From an optimization exercise on the open Yosys and OpenROAD flow, aimed at small area, a short achievable clock period and few clock cycles per item; shortcuts taken in it are not production practice. Where RTL was checked, it was by simulation tests only, not by an equivalence proof against the original.

alpha:
==> flow/design.v <==
module carry_norm (
    input  wire        clk,
    input  wire        rst,
    input  wire        in_valid,
    output reg         in_ready,
    input  wire [63:0] in_data,
    input  wire        in_last,
    output reg         out_valid,
    input  wire        out_ready,
    output wire [63:0] out_digit,
    output reg         out_last,
    output reg         out_err,
    output reg         out_topovf
);
    localparam [1:0] S_IDLE = 2'd0, S_RSH = 2'd1, S_ADD = 2'd2, S_DIV = 2'd3;
    reg        v0;
    reg [63:0] x0;
    reg        l0;
    reg        drop;         
    reg        cz;           
    reg        cbig;         
    reg [15:0] cs;           
    reg [63:0] c;            
    reg [6:0]  odig;         
    reg        ofull;
    reg        osf1, osf2, osf3;    
    reg        ssf;                 
    reg        sv;           
    reg [6:0]  sdig;
    reg        slast, serr, stop, sfull;
    reg [1:0]  st;           
    reg [6:0]  cnt;          
    reg [3:0]  dly;          
    reg        sgn;          
    reg        rb, stk;      
    reg        cy;           
    reg        vneg;         
    assign out_digit = {c[63:50] & {14{osf3}}, c[49:36] & {14{osf2}},
                        c[35:22] & {14{osf1}}, c[21:7] & {15{ofull}}, odig};
    wire accept  = in_valid && in_ready;
    wire rd      = out_valid && out_ready;
    wire room    = !(out_valid && sv);                   
    wire qempty  = !out_valid && !sv;
    wire fullpend = (out_valid && ofull) || (sv && sfull);
    function fast_win;                  
        input [63:0] x;
        fast_win = (x[62:52] < 11'd1022) || (!x[63] && x[62:52] <= 11'd1043);
    endfunction
    function is_bad;                    
        input [63:0] x;
        is_bad = (x[62:52] == 11'd2047) || (x[62:52] > 11'd1086) ||
                 ((x[62:52] == 11'd1086) && !(x[63] && x[51:0] == 52'd0));
    endfunction
    function drain_f;
        input        v, idle, dr, rm, fp, cz_, cb, last, win, bad;
        drain_f = v && idle &&
                  (dr || (rm && (bad || (win && (cz_ || !cb) && !(last && fp)))));
    endfunction
    wire        f_sign = x0[63];
    wire [10:0] f_exp  = x0[62:52];
    wire [52:0] f_mant = {f_exp != 11'd0, x0[51:0]};
    wire        f_tiny = (f_exp < 11'd1022);
    wire        f_win  = fast_win(x0);
    wire        f_bad  = is_bad(x0);
    wire        fast   = f_win && (cz || !cbig);
    wire        idle   = (st == S_IDLE);
    wire        drain  = drain_f(v0, idle, drop, room, fullpend, cz, cbig, l0, f_win, f_bad);
    wire        start_slow = v0 && idle && !drop && !f_bad && !fast && qempty;
    wire [4:0]  sh5   = 5'd19 - f_exp[4:0];             
    wire [21:0] tsh   = f_mant[52:31] >> sh5;
    wire [20:0] ip    = f_tiny ? 21'd0 : tsh[21:1];
    wire        rbit  = !f_tiny && tsh[0];
    reg  [21:0] smask;
    integer k;
    always @(*)
        for (k = 0; k < 22; k = k + 1)
            smask[k] = (k <= sh5);
    wire        stkf  = (|f_mant[29:0]) || (|(f_mant[51:30] & smask));
    wire        rupf  = rbit & (stkf | ip[0]);
    wire [15:0] cadd  = cz ? 16'd0 : cs;
    reg  [21:0] fv;
    reg         rc;
    integer j;
    always @(*) begin
        rc = rupf;
        for (j = 0; j < 22; j = j + 1) begin
            fv[j] = (j < 21 ? ip[j] : 1'b0) ^ (j < 16 ? cadd[j] : 1'b0) ^ rc;
            rc    = ((j < 21 ? ip[j] : 1'b0) & (j < 16 ? cadd[j] : 1'b0)) |
                    (((j < 21 ? ip[j] : 1'b0) | (j < 16 ? cadd[j] : 1'b0)) & rc);
        end
    end
    wire [15:0] fq    = fv / 22'd100;
    wire [6:0]  fr    = fv % 22'd100;
    wire        ftop  = (fv[21:7] != 15'd0) || (fv[6:0] > 7'd99);
    wire        a_bit  = ((dly == 4'd0) ? x0[0] : 1'b0) ^ sgn;
    wire        b_bit  = cz ? 1'b0 : cbig ? c[0] : (cnt[6:4] == 3'd0) && cs[cnt[3:0]];
    wire        rup_s  = rb & (stk | x0[0]);
    wire        c_in   = (cnt == 7'd0) ? (rup_s ^ sgn) : cy;
    wire        s_bit  = a_bit ^ b_bit ^ c_in;
    wire        s_cy   = (a_bit & b_bit) | (a_bit & c_in) | (b_bit & c_in);
    wire        s_64   = sgn ^ (cbig & b_bit) ^ s_cy;    
    wire        s_ovf  = (s_64 != s_bit);
    wire [63:0] vfin   = {s_bit, c[63:1]};
    wire        vtop   = vfin[63] || (|vfin[62:7]) || (vfin[6:0] > 7'd99);
    wire [7:0]  d_t    = {(cnt == 7'd0) ? 7'd0 : cs[6:0], c[63] ^ vneg};
    wire        d_ge   = (d_t >= 8'd100);
    wire [7:0]  d_r    = d_ge ? d_t - 8'd100 : d_t;
    wire [6:0]  d_fin  = vneg ? 7'd99 - d_r[6:0] : d_r[6:0];
    wire        add_end = (st == S_ADD) && (cnt == 7'd63);
    wire        div_end = (st == S_DIV) && (cnt == 7'd63);
    reg         wr;                      
    reg  [6:0]  nd;
    reg         nlast, nerr, ntop, nfull, nsf;
    reg         pop;                     
    reg         n_drop, n_cz, n_cbig;
    always @(*) begin
        wr = 1'b0; nd = 7'd0; nlast = 1'b0; nerr = 1'b0; ntop = 1'b0; nfull = 1'b0;
        nsf = 1'b0;
        pop = 1'b0;
        n_drop = drop; n_cz = cz; n_cbig = cbig;
        if (drain) begin
            pop = 1'b1;
            if (drop) begin
                if (l0) n_drop = 1'b0;
            end else if (f_bad) begin
                wr = 1'b1; nerr = 1'b1; nlast = 1'b1;
                n_cz = 1'b1; n_cbig = 1'b0; n_drop = !l0;
            end else begin
                wr = 1'b1; nlast = l0; nfull = l0; ntop = l0 && ftop;
                nd = l0 ? fv[6:0] : fr;
                n_cz = l0; n_cbig = 1'b0;
            end
        end
        if (add_end) begin
            if (s_ovf) begin
                pop = 1'b1; wr = 1'b1; nerr = 1'b1; nlast = 1'b1;
                n_cz = 1'b1; n_cbig = 1'b0; n_drop = !l0;
            end else if (l0) begin
                pop = 1'b1; wr = 1'b1; nlast = 1'b1; nfull = 1'b1; ntop = vtop;
                nsf = 1'b1;
                nd = vfin[6:0];
                n_cz = 1'b1; n_cbig = 1'b0;
            end
        end
        if (div_end) begin
            pop = 1'b1; wr = 1'b1; nd = d_fin;
            n_cz = 1'b0; n_cbig = 1'b1;
        end
    end
    wire n_ov   = (out_valid && !rd) || sv || wr;
    wire n_sv   = (out_valid && !rd && (sv || wr)) || (sv && wr);
    wire n_room = !(n_ov && n_sv);
    wire n_fp   = (out_valid && !rd && ofull) || (sv && sfull) || (wr && nfull);
    wire n_keep = v0 && !pop;            
    wire n_idle = !(start_slow || (!idle && !(add_end && (s_ovf || l0)) && !div_end));
    wire in_win    = (in_data[62:52] <= 11'd1043) &&
                     (!in_data[63] || in_data[62:52] < 11'd1022);
    wire drain_new = n_idle && (n_drop || (n_room && in_win && (n_cz || !n_cbig) &&
                                           !(in_last && n_fp)));
    wire drain_old = drain_f(1'b1, n_idle, n_drop, n_room, n_fp, n_cz, n_cbig, l0,
                             f_win, f_bad);
    wire n_ready   = accept ? drain_new : (!n_keep || drain_old);
    always @(posedge clk) begin
        if (rst) begin
            v0         <= 1'b0;
            in_ready   <= 1'b1;
            drop       <= 1'b0;
            cz         <= 1'b1;
            cbig       <= 1'b0;
            st         <= S_IDLE;
            out_valid  <= 1'b0;
            sv         <= 1'b0;
        end else begin
            v0        <= accept || n_keep;
            in_ready  <= n_ready;
            drop      <= n_drop;
            cz        <= n_cz;
            cbig      <= n_cbig;
            out_valid <= n_ov;
            sv        <= n_sv;
            if (start_slow)
                st <= (f_exp >= 11'd1075) ? S_ADD : S_RSH;
            case (st)
                S_RSH: if (cnt == 7'd1) st <= S_ADD;
                S_ADD: if (add_end) st <= (s_ovf || l0) ? S_IDLE : S_DIV;
                S_DIV: if (div_end) st <= S_IDLE;
                default: ;
            endcase
        end
    end
    always @(posedge clk) begin
        if (in_ready) begin
            x0 <= in_data;
            l0 <= in_last;
        end
        if (rd || !out_valid) begin
            if (sv) begin
                odig <= sdig; out_last <= slast; out_err <= serr;
                out_topovf <= stop; ofull <= sfull;
                osf1 <= ssf; osf2 <= ssf && slast; osf3 <= ssf && !serr;
            end else begin
                odig <= nd; out_last <= nlast; out_err <= nerr;
                out_topovf <= ntop; ofull <= nfull;
                osf1 <= nsf; osf2 <= nsf && nlast; osf3 <= nsf && !nerr;
            end
        end
        if (wr && (sv || (out_valid && !rd))) begin
            sdig <= nd; slast <= nlast; serr <= nerr; stop <= ntop; sfull <= nfull;
            ssf <= nsf;
        end
        if (drain && !drop && !f_bad) begin
            if (l0)
                c[21:0] <= fv;
            else
                cs <= fq;
        end
        if (start_slow) begin
            x0[63:52] <= {11'd0, f_exp != 11'd0};
            sgn       <= f_sign;
            rb        <= 1'b0;
            stk       <= 1'b0;
            cnt       <= 7'd0;
            if (f_exp >= 11'd1075) begin
                dly <= f_exp[3:0] - 4'd3;                     
            end else begin
                dly <= 4'd0;
                cnt <= f_tiny ? 7'd54 : 7'd51 - f_exp[6:0];  
            end
        end
        case (st)
            S_RSH: begin
                stk <= stk | rb;
                rb  <= x0[0];
                x0  <= {1'b0, x0[63:1]};
                cnt <= cnt - 7'd1;
            end
            S_ADD: begin
                if (dly == 4'd0)
                    x0 <= {1'b0, x0[63:1]};
                else
                    dly <= dly - 4'd1;
                c    <= vfin;
                cy   <= s_cy;
                cnt  <= add_end ? 7'd0 : cnt + 7'd1;
                vneg <= s_bit;
            end
            S_DIV: begin
                c   <= {c[62:0], d_ge ^ vneg};
                cs[6:0] <= d_r[6:0];
                cnt <= cnt + 7'd1;
            end
            default: ;
        endcase
    end
endmodule
Settings: LEC_CHECK=0, ABC_AREA=1, CAP_MARGIN=20, CORE_MARGIN=2, CORE_UTILIZATION=40, SETUP_SLACK_MARGIN=2, SLEW_MARGIN=20; clock period 100.0 ns.
run.sh (not shown) runs the stock make flow with config.mk's settings and CLKGATE_MAP_FILE= SYNTH_SCRIPT=/design/flow/synth_recipe.tcl, a recipe that flattens the netlist after the stock synthesis.
Relative to alpha, the following input files were edited for beta:
--- a/flow/design.v
+++ b/flow/design.v
@@ -24,6 +24,5 @@
     reg [6:0]  odig;         
     reg        ofull;
-    reg        osf1, osf2, osf3;    
-    reg        ssf;                 
+    reg        omk1, omk2;   
     reg        sv;           
     reg [6:0]  sdig;
@@ -36,6 +35,6 @@
     reg        cy;           
     reg        vneg;         
-    assign out_digit = {c[63:50] & {14{osf3}}, c[49:36] & {14{osf2}},
-                        c[35:22] & {14{osf1}}, c[21:7] & {15{ofull}}, odig};
+    assign out_digit = {c[63:43] & {21{omk2}}, c[42:22] & {21{omk1}},
+                        c[21:7] & {15{ofull}}, odig};
     wire accept  = in_valid && in_ready;
     wire rd      = out_valid && out_ready;
@@ -103,5 +102,5 @@
     wire [63:0] vfin   = {s_bit, c[63:1]};
     wire        vtop   = vfin[63] || (|vfin[62:7]) || (vfin[6:0] > 7'd99);
-    wire [7:0]  d_t    = {(cnt == 7'd0) ? 7'd0 : cs[6:0], c[63] ^ vneg};
+    wire [7:0]  d_t    = {cs[6:0], c[63] ^ vneg};
     wire        d_ge   = (d_t >= 8'd100);
     wire [7:0]  d_r    = d_ge ? d_t - 8'd100 : d_t;
@@ -111,10 +110,9 @@
     reg         wr;                      
     reg  [6:0]  nd;
-    reg         nlast, nerr, ntop, nfull, nsf;
+    reg         nlast, nerr, ntop, nfull;
     reg         pop;                     
     reg         n_drop, n_cz, n_cbig;
     always @(*) begin
         wr = 1'b0; nd = 7'd0; nlast = 1'b0; nerr = 1'b0; ntop = 1'b0; nfull = 1'b0;
-        nsf = 1'b0;
         pop = 1'b0;
         n_drop = drop; n_cz = cz; n_cbig = cbig;
@@ -138,5 +136,4 @@
             end else if (l0) begin
                 pop = 1'b1; wr = 1'b1; nlast = 1'b1; nfull = 1'b1; ntop = vtop;
-                nsf = 1'b1;
                 nd = vfin[6:0];
                 n_cz = 1'b1; n_cbig = 1'b0;
@@ -198,18 +195,17 @@
                 odig <= sdig; out_last <= slast; out_err <= serr;
                 out_topovf <= stop; ofull <= sfull;
-                osf1 <= ssf; osf2 <= ssf && slast; osf3 <= ssf && !serr;
+                omk1 <= sfull && slast; omk2 <= sfull && !serr;
             end else begin
                 odig <= nd; out_last <= nlast; out_err <= nerr;
                 out_topovf <= ntop; ofull <= nfull;
-                osf1 <= nsf; osf2 <= nsf && nlast; osf3 <= nsf && !nerr;
+                omk1 <= nfull && nlast; omk2 <= nfull && !nerr;
             end
         end
         if (wr && (sv || (out_valid && !rd))) begin
             sdig <= nd; slast <= nlast; serr <= nerr; stop <= ntop; sfull <= nfull;
-            ssf <= nsf;
         end
         if (drain && !drop && !f_bad) begin
             if (l0)
-                c[21:0] <= fv;
+                c <= {42'd0, fv};
             else
                 cs <= fq;
@@ -244,8 +240,10 @@
                 cnt  <= add_end ? 7'd0 : cnt + 7'd1;
                 vneg <= s_bit;
+                if (add_end)
+                    cs <= 16'd0;
             end
             S_DIV: begin
                 c   <= {c[62:0], d_ge ^ vneg};
-                cs[6:0] <= d_r[6:0];
+                cs  <= {9'd0, d_r[6:0]};
                 cnt <= cnt + 7'd1;
             end
Results
- From alpha to beta the numbers moved as follows: post-synthesis cell count now sits at about the same level, post-layout worst setup margin increased 0.0076 ns, growth of design area from synthesis to finish lower.
- Flop-to-flop setup slack, beta and alpha, higher one = alpha.
- Clock-buffer cell count in beta is 1 lower than in alpha
Testbench counts of beta, summed over its fixed seeds: cycles 18,530, items 18,514.
Function not checked in alpha: the RTL went through the layout flow alone.

==> afterwards: timing with drivers on the ports <==
How much do the figures lean on ideal ports? The routed layouts below were timed once more, with nothing changed but the port constraints. Step 1 (the two cells are an assumption about what drives the block):
set clk [get_ports {clk}]
set_driving_cell -lib_cell sky130_fd_sc_hd__clkbuf_16 $clk
set_driving_cell -lib_cell sky130_fd_sc_hd__buf_2 [delete_from_list [all_inputs] $clk]
Step 2 times the ports against the registers' clock, not the clock port: input delays grow and output delays shrink by t, the midpoint of the rising clock arrivals with the driver on. Three values: no drivers, after step 1, after step 2; two values: the first two.
run	t, ns	setup WS [ns]	worst setup path after step 2	worst slew at a driven data input, ns
alpha	0.502	78.018 / 77.967 / 78.001	input to register	0.05
beta	0.508	78.025 / 77.974 / 78.049	input to register	0.06
After both steps every run listed still meets setup and hold. The setup slack of alpha, which loses most, moves by -0.051 ns with the drivers and by -0.017 ns with both steps.
